This design comes from an exercise in tuning for small area, a short achievable clock period and few clock cycles on the open sky130 flow, not from production work. At most, simulation tests tie the RTL to the original design; equivalence was not proved. Power and IR drop assume default switching activity.

## oak
Design gld, start of the top module:
module gld (
  input  wire        clk,
  input  wire        rst,
  input  wire        cmd_valid,
  output wire        cmd_ready,
  input  wire [39:0] cmd_word,
  output wire        ch_we,
  output wire [1:0]  ch_idx,
  output reg  [15:0] ch_val,
  output wire        tx_query,
  output wire        rx_release,
  output wire        hs_done,
  output wire        hs_ok,
  output wire        rsp_valid,
  output reg  [31:0] rsp_data,
  output wire        dbg_byte_valid,
  output wire [7:0]  dbg_byte
);
For scale: roughly 2,400 cells after synthesis, about 330 flip-flops, ~110 I/O pins, about 20,000 um2 of cells after synthesis.
Settings: LEC_CHECK=0, CAP_MARGIN=20, CORE_MARGIN=2, CORE_UTILIZATION=65, CTS_CLUSTER_DIAMETER=120, CTS_CLUSTER_SIZE=25, SETUP_SLACK_MARGIN=4.0, SLEW_MARGIN=20; clock period 8.0 ns.
standard.sh (not shown) runs the stock make flow with config.mk's settings and CLKGATE_MAP_FILE= SYNTH_SCRIPT=/design/flow/synth_recipe.tcl, a recipe that flattens the netlist after the stock synthesis.
==> flow/flow/run.sh <==
#!/bin/bash
# Standard layout (the standard.sh: standard synthesis, floorplan, place, CTS, route),
# with two changes to how the layout is made:
#  - sizing may swap a cell for one of another footprint (MATCH_CELL_FOOTPRINT=0), so the
#    resizer can upsize weak drivers instead of only adding buffers;
#  - ports are buffered with sky130_fd_sc_hd__buf_2 rather than the default delay-type buffer.
# All output of make (and of the tools it runs) goes to flow_make.log here; ORFS's own per-step
# logs are under orfs/logs/.
set -euo pipefail
bash standard.sh MATCH_CELL_FOOTPRINT=0 "BUFFER_PORTS_ARGS=-buffer_cell sky130_fd_sc_hd__buf_2" finish > flow_make.log 2>&1
Testbench counts of oak, summed over its fixed seeds: cycles 7,334.
What pine does differently from oak at the input level:
-- flow/flow/run.sh --
<<< oak, line 3
# with two changes to how the layout is made:
>>> pine, line 3
# with three changes to how the layout is made:
#  - ABC maps the logic for area (flow/abc_map.script) instead of for speed; registers are
#    mapped before ABC runs, exactly as in the standard synthesis; the resizer then repairs
#    the timing after placement;
<<< oak, line 7
>>> pine, line 10
# ORFS's scripts are copied to ./scripts with only abc_speed.script replaced.
<<< oak, line 10
bash standard.sh MATCH_CELL_FOOTPRINT=0 "BUFFER_PORTS_ARGS=-buffer_cell sky130_fd_sc_hd__buf_2" finish > flow_make.log 2>&1
>>> pine, line 14
rm -rf scripts
cp -r "$FLOW_HOME/scripts" scripts
cp flow/abc_map.script scripts/abc_speed.script
bash standard.sh SCRIPTS_DIR="$PWD/scripts" MATCH_CELL_FOOTPRINT=0 "BUFFER_PORTS_ARGS=-buffer_cell sky130_fd_sc_hd__buf_2" finish > flow_make.log 2>&1
==> flow/flow/abc_map.script (new file) <==
strash
dch
map -a
topo
stime -c
Results
pine vs oak: non-clock buffer count up
pine ends up with lower summed instance area of the synthesized netlist than oak does.
Going from oak to pine, the die area was shrunk.
Per the comparison of pine with oak, clock latency reported for the late side of the worst-skew pair barely changed, shortest period the worst path allows climbed 150 ps.
Compared with oak, pine ends up with a smaller final cell area.
Relative to oak, net total in the final layout increased by 10% in pine.
> inputs changed (pine -> birch)
==> flow/flow/run.sh <==
#!/bin/bash
# Standard layout (the standard.sh: standard synthesis, floorplan, place, CTS, route),
# with two changes to how the layout is made:
#  - sizing may swap a cell for one of another footprint (MATCH_CELL_FOOTPRINT=0), so the
#    resizer can upsize weak drivers instead of only adding buffers;
#  - ports are buffered with sky130_fd_sc_hd__buf_2 rather than the default delay-type buffer.
# All output of make (and of the tools it runs) goes to flow_make.log here; ORFS's own per-step
# logs are under orfs/logs/.
set -euo pipefail
bash standard.sh MATCH_CELL_FOOTPRINT=0 "BUFFER_PORTS_ARGS=-buffer_cell sky130_fd_sc_hd__buf_2" finish > flow_make.log 2>&1
-- flow/config.mk --
<<< pine, line 8
>>> birch, line 8
export ABC_AREA = 1
removed: flow/flow/abc_map.script
--- outcome ---
NOTE total number of multi-input combinational cells pine->birch increased by more than a quarter
Power density over cell area grows by a little under 10% when moving from pine to birch.
Of the two values seen for launch point of the worst path, p_ra[5] was produced by birch and coh[0] by pine.
Power in sequential cells up about 4% in birch wrt pine
Sort pine and birch by period utilization, descending, and pine comes first.
The portion of the layout cell area used by clock cells of pine and that of birch are within noise of each other.
Summed area of non-filler cells in the final layout, birch vs pine: up by a few percent
Summary of birch over pine: detailed-routed wire length on met2 climbed about 14%; clock buffer count in the final layout climbed 2.
Minimum period implied by the final worst setup slack improves in birch relative to pine.
Relative to pine, share of the synthesized area in compound gates (AO/OA/AOI/OAI) decreased by 9.3 points in birch.
Cmp birch vs pine: combinational share of power higher in birch
Input-level comparison between maple and birch:
-- flow/config.mk --
<<< birch, line 8
export ABC_AREA = 1
>>> maple, line 8
<<< birch, line 12
export CTS_CLUSTER_DIAMETER = 120
export CTS_CLUSTER_SIZE = 25
>>> maple, line 11
export CTS_BUF_LIST = sky130_fd_sc_hd__clkbuf_8
export CTS_CLUSTER_DIAMETER = 80
export CTS_CLUSTER_SIZE = 14
## What came out
- maple: done, clean on timing, DRC and antenna
- Diff birch -> maple | design area | down by a few percent
- Compared with birch, in maple transition time at the pin with the least slew margin has increased, count of routing violations after the opening detailed-route iteration has decreased, number of non-filler instances in the completed layout has decreased, area share of and/or/nand/nor cells after synthesis has decreased, maximum clock skew at final layout has increased.
- Compared with birch, maple shows a register share of the cell area that is 2.2 points higher.
- Comparing maple and birch, die area is higher on birch.
- More vias were needed by birch than by maple.
- A critical path endpoint of rsp_data[4] is what maple shows, while rsp_data[16] belongs to birch.
- Going from birch to maple, number of cells upsized or downsized after cts now sits higher; clock network latency to the later pin of the worst-skew pair now sits higher.

---

== run 1 ==
gld, a different RTL version from the one above (not shown whole).
For scale: about 2,400 cells after synthesis, about 260 flip-flops, roughly 19,000 um2 of cells after synthesis.
Settings: LEC_CHECK=0, CAP_MARGIN=20, CORE_MARGIN=2, CORE_UTILIZATION=40, SETUP_SLACK_MARGIN=4.0, SLEW_MARGIN=20; clock period 8.0 ns.
run.sh (not shown) runs the stock make flow with config.mk's settings and CLKGATE_MAP_FILE= SYNTH_SCRIPT=/design/flow/synth_recipe.tcl, a recipe that flattens the netlist after the stock synthesis.
Stock flow here: none of the scripts above is used.
In summary, run 1 completed successfully, with a layout that passed the timing, design-rule and antenna checks.
Input changes introduced in run 2 (baseline for comparison: run 1):
==> flow/flow/run.sh (new file) <==
#!/bin/bash
# Standard layout (the standard.sh: standard synthesis, floorplan, place, CTS, route),
# with two changes to how the layout is made:
#  - sizing may swap a cell for one of another footprint (MATCH_CELL_FOOTPRINT=0), so the
#    resizer can upsize weak drivers instead of only adding buffers;
#  - ports are buffered with sky130_fd_sc_hd__buf_2 rather than the default delay-type buffer.
# All output of make (and of the tools it runs) goes to flow_make.log here; ORFS's own per-step
# logs are under orfs/logs/.
set -euo pipefail
bash standard.sh MATCH_CELL_FOOTPRINT=0 "BUFFER_PORTS_ARGS=-buffer_cell sky130_fd_sc_hd__buf_2" finish > flow_make.log 2>&1
==> flow/standard.sh (new file) <==
#!/bin/bash
# synth_recipe.tcl (not shown) runs the flow's synth.tcl, then flattens the netlist and writes it again
# the make line also repeats each setting of config.mk as NAME=value (left out here)
make -C /OpenROAD-flow-scripts/flow DESIGN_CONFIG=/design/flow/config.mk WORK_HOME=/design/flow/orfs CLKGATE_MAP_FILE= SYNTH_SCRIPT=/design/flow/synth_recipe.tcl "${@:-finish}"
removed: flow/run.sh
==> summary.txt <==
Standby leakage power improves in run 2 relative to run 1. End point of the critical path = p_pat[6]: run 1; end point of the critical path = rsp_data[1]: run 2. Run 2 ended up with a higher worst slack at placement than run 1 did. Run 1 → run 2: number of detailed-routing iterations run before antenna repair now sits lower, maximum number of pins on one net before global-route repair now sits higher, logic depth of the worst register-to-register path now sits lower. Run 2 vs run 1, slowest library cell on the worst path: sky130_fd_sc_hd__a222oi_1 vs sky130_fd_sc_hd__dlygate4sd2_1. The first-pass GRT wire length on run 1 is in line with that on run 2. Run 2 vs run 1: detail-routed via count per cell up slightly.
diff inputs: run 2 => run 3
- SETUP_SLACK_MARGIN changed from 4.0 to 2.5
==> flow/run.sh (new file) <==
#!/bin/bash
# synth_recipe.tcl (not shown) runs the flow's synth.tcl, then flattens the netlist and writes it again
# the make line also repeats each setting of config.mk as NAME=value (left out here)
make -C /OpenROAD-flow-scripts/flow DESIGN_CONFIG=/design/flow/config.mk WORK_HOME=/design/flow/orfs CLKGATE_MAP_FILE= SYNTH_SCRIPT=/design/flow/synth_recipe.tcl finish
removed: flow/flow/run.sh
removed: flow/standard.sh
==> summary.txt <==
- Of run 3 and run 2, it is run 3 that has the lower register-to-register slack.
- Looking at met3 routing resource usage after global routing, run 3 sits below run 2.
- Relative to run 2, achievable clock frequency has decreased by about 22% in run 3.
- Diff run 2 -> run 3: share of the cycle needed by the critical path after routing now larger, setup slack now smaller, routed wire length now smaller, largest stage delay on the critical path now smaller.
- Of run 3 and run 2, the run reporting the higher part of the power in the clock network was run 3.
- Power consumption ends up lower on run 2.
- Non-filler instance count after layout in run 3 is 4.0% below run 2.
The following lists how run 4 was set up differently from run 3:
- removing SETUP_SLACK_MARGIN (formerly 2.5)
Results
- Run 4: full flow OK, the timing, design-rule and antenna checks passed
- Summary — first-iteration DRC count, run 4 relative to run 3: lower, by 96.
- On number of fill cells, run 4 tracks run 3 almost exactly.
- Diff run 4..run 3 | sequential area share after synthesis | unchanged
- The critical path data arrival time in run 4 was lower than what run 3 gave.
- Of the two values seen for critical-path cell with the highest stage delay, sky130_fd_sc_hd__clkdlybuf4s50_1 was produced by run 3 and sky130_fd_sc_hd__dfxtp_1 by run 4.
- Total count of max-transition violations in the final report: run 4 vs run 3 identical
- Adder and majority cell fraction of the synthesized area came out exactly the same in run 3 and run 4.
No functional check of the RTL was part of any run of this note.

---

RTL: one of the versions met above, not the one the previous note started from.
Size in the first run: roughly 2400 cells after synthesis, ~330 flip-flops, ~110 I/O pins.
==> flow/design.v (excerpt) <==
module gld (
  input  wire        clk,
  input  wire        rst,
  input  wire        cmd_valid,
  output wire        cmd_ready,
  input  wire [39:0] cmd_word,
  output wire        ch_we,
  output wire [1:0]  ch_idx,
  output reg  [15:0] ch_val,
  output wire        tx_query,
  output wire        rx_release,
  output wire        hs_done,
  output wire        hs_ok,
  output wire        rsp_valid,
  output reg  [31:0] rsp_data,
  output wire        dbg_byte_valid,
  output wire [7:0]  dbg_byte
);
  localparam [15:0] CRC_HDR = 16'hEBA0;    
  reg [2:0]  fstate;
  reg [7:0]  coh;           
  wire [2:0] cursor = {coh[4] | coh[5] | coh[6] | coh[7], coh[2] | coh[3] | coh[6] | coh[7],
                       coh[1] | coh[3] | coh[5] | coh[7]};
  reg [7:0]  acc;
  reg        hdr;           
  reg [7:0]  id, len, didx;
  reg [15:0] ck;
  reg        ckidx;
  reg [31:0] accept_cnt, reject_cnt;
  reg        rx_en;
  reg [1:0]  hs_state;
  reg [6:0]  hs_count;      
  reg        presence;
  reg        cmd_err;
  reg [15:0] unit;
  reg [15:0] crc;           
  reg        rec;           
  reg        lo_ok;         
  reg        zf;            
  reg [7:0]  v0, v1, v2, v3, v4, v5, v6, v7;    
  reg        p_pe;          
  reg        p_burst, p_hsstart, p_hstick, p_rd;
  reg [7:0]  p_pat;         
  reg [8:1]  p_len;         
  reg [10:0] p_ra;          
  reg        disp;          
  reg [1:0]  di;
  reg        hold;          
  reg        hsfail;        
  reg        arm;           
  reg        hs_win;        
  reg        hs_lose;       
  wire [7:0]  op = cmd_word[39:32];
  wire [15:0] wa = cmd_word[31:16];
  wire [15:0] wb = cmd_word[15:0];
  wire        az = ~|wa;
  wire        bz = ~|wb;
  wire        op_ok = ~|op[7:3];
  wire [2:0]  o = op[2:0];
  wire        fmt_z = (o == 3'd0) | (o == 3'd1) | (o == 3'd4) | (o == 3'd5);
  ...
Settings: LEC_CHECK=0, CAP_MARGIN=20, CORE_MARGIN=2, CORE_UTILIZATION=65, CTS_CLUSTER_DIAMETER=120, CTS_CLUSTER_SIZE=25, SETUP_SLACK_MARGIN=4.4, SLEW_MARGIN=20; clock period 8.0 ns.
standard.sh (not shown) runs the stock make flow with config.mk's settings and CLKGATE_MAP_FILE= SYNTH_SCRIPT=/design/flow/synth_recipe.tcl, a recipe that flattens the netlist after the stock synthesis.
==> flow/flow/run.sh <==
#!/bin/bash
# Standard layout (the standard.sh: standard synthesis, floorplan, place, CTS, route),
# with two changes to how the layout is made:
#  - sizing may swap a cell for one of another footprint (MATCH_CELL_FOOTPRINT=0), so the
#    resizer can upsize weak drivers instead of only adding buffers;
#  - ports are buffered with sky130_fd_sc_hd__buf_2 rather than the default delay-type buffer.
# All output of make (and of the tools it runs) goes to flow_make.log here; ORFS's own per-step
# logs are under orfs/logs/.
set -euo pipefail
bash standard.sh MATCH_CELL_FOOTPRINT=0 "BUFFER_PORTS_ARGS=-buffer_cell sky130_fd_sc_hd__buf_2" finish > flow_make.log 2>&1
The baseline passed the timing, design-rule and antenna checks.
Testbench counts at the start, summed over its fixed seeds: cycles 7,334.
Rerun with:
Settings changed: PLACE_DENSITY from default to 0.75, SETUP_SLACK_MARGIN 4.4 to 4.2.
What happened: Power falls by 2.9%; design area falls by about 6%; via count is lower by 3.4%; cell count came out lower by 2.5%; global-route usage went down by 1.8 points.
Rerun with:
Settings changed: PLACE_DENSITY 0.75 to default.
Effect:
- clock power goes up by 2.6%
- count of clock-buffer cells in the layout stays the same
- sequential cell count stays the same
- power is higher by 0.74%
- synthesized area stays the same
- setup slack improves by 0.072 ns

---

run A:
Another version of the RTL of gld (not shown whole).
For scale: ~2200 cells after synthesis, roughly 110 I/O pins, roughly 20000 um^2 of cells after synthesis.
clock: 8.0 ns
lec_check: 0
cap_margin: 20
core_margin: 2
core_utilization: 65
setup_slack_margin: 4.0
slew_margin: 20
Scripts as last shown in full above: flow/flow/run.sh
Run A went all the way through the flow, and no timing, DRC or antenna check failed.
Testbench counts of run A, summed over its fixed seeds: cycles 7,334.
Input changes introduced in run B (baseline for comparison: run A):
Settings: putting CTS_CLUSTER_SIZE at 30 where nothing was set; putting CTS_CLUSTER_DIAMETER at 150 where nothing was set.
### Flow results
Run B: done, clean on timing, DRC and antenna
[compare] base=run A new=run B: number of clock buffers in the layout dropped 16, sequential share of layout area climbed 0.46 points, met3 layer usage reported by global route dropped 0.90 points, wire length of the first global-routing pass dropped 1.9 mm, number of inserted filler cells in the final layout climbed 74.
Of the two values seen for origin of the worst setup path, unit[2] was produced by run B and cmd_word[14] by run A.
Comparing run B against run A, there is no change at all in worst hold path cell count.
Summary of run B over run A: register-to-register slack saw an increase, count of non-CTS inverters in the layout ~0 delta, critical path depth picked up an extra 8.
Run A → run B: via count lost 182, routed wire length on met2 lost about 0.5%.
## Diff of input files: run C against run B
Settings: SETUP_SLACK_MARGIN now 5.0, was 4.0; CTS_CLUSTER_SIZE no longer set, was 30; CTS_CLUSTER_DIAMETER no longer set, was 150; CORE_UTILIZATION now 40, was 65.
Notes after the runs:
Count of buffers added by post-CTS timing repair for setup (higher): run C
Compared with run B, run C shows met3 wirelength from detailed routing that has gone up slightly.
Run B and run C ended up with nearly the same share of synthesized flip-flops with an asynchronous set or reset.

==> port drivers added, routing unchanged <==
Ports are ideal in the flow. The routed layouts listed here were re-timed in OpenROAD.
Step 1: set_driving_cell puts a clkbuf_16 on clk and a buf_2 on each other input, an assumption about the parent block.
Step 2 adds t to the input delays and takes it off the output delays; t is the mean of the earliest and latest rising clock arrival at the registers after step 1. Input paths then give back, and output paths get back, about the clock's delay inside the block.
a / b / c = ideal ports / drivers / drivers and shift; a / b = the first two.
run | t, ns | setup slack, ns | worst slew at a driven data input, ns | pins driven straight from the clock port
oak | 0.585 | 3.975 / 3.917 / 3.428 | 0.06 | 1
pine | 0.572 | 3.825 / 3.773 / 3.447 | 0.05 | 1
birch | 0.575 | 3.981 / 3.926 / 3.713 | 0.09 | 1
maple | 0.682 | 3.923 / 3.870 / 3.376 | 0.06 | 1
run 1 | 0.613 | 3.837 / 3.808 / 3.251 | 0.06 | 1
run 2 | 0.612 | 3.719 / 3.664 / 3.268 | 0.06 | 1
run 3 | 0.613 | 2.537 / 2.567 / 1.954 | 0.05 | 1
run 4 | 0.615 | 2.475 / 2.418 / 1.976 | 0.05 | 1
the first run of note 3 | 0.582 | 4.202 / 4.145 / 3.693 | 0.07 | 1
the second run of note 3 | 0.565 | 4.052 / 3.997 / 3.646 | 0.06 | 1
the third run of note 3 | 0.572 | 4.124 / 4.124 / 3.552 | 0.07 | 1
run A | 0.584 | 3.841 / 3.871 / 3.287 | 0.04 | 1
run B | 0.538 | 3.925 / 3.925 / 3.462 | 0.04 | 1
run C | 0.622 | 3.862 / 3.801 / 3.389 | 0.06 | 1
After both steps every run listed still meets setup and hold. For run 1, which loses most, drivers alone change the setup slack by -0.029 ns; drivers and shift together by -0.586 ns.
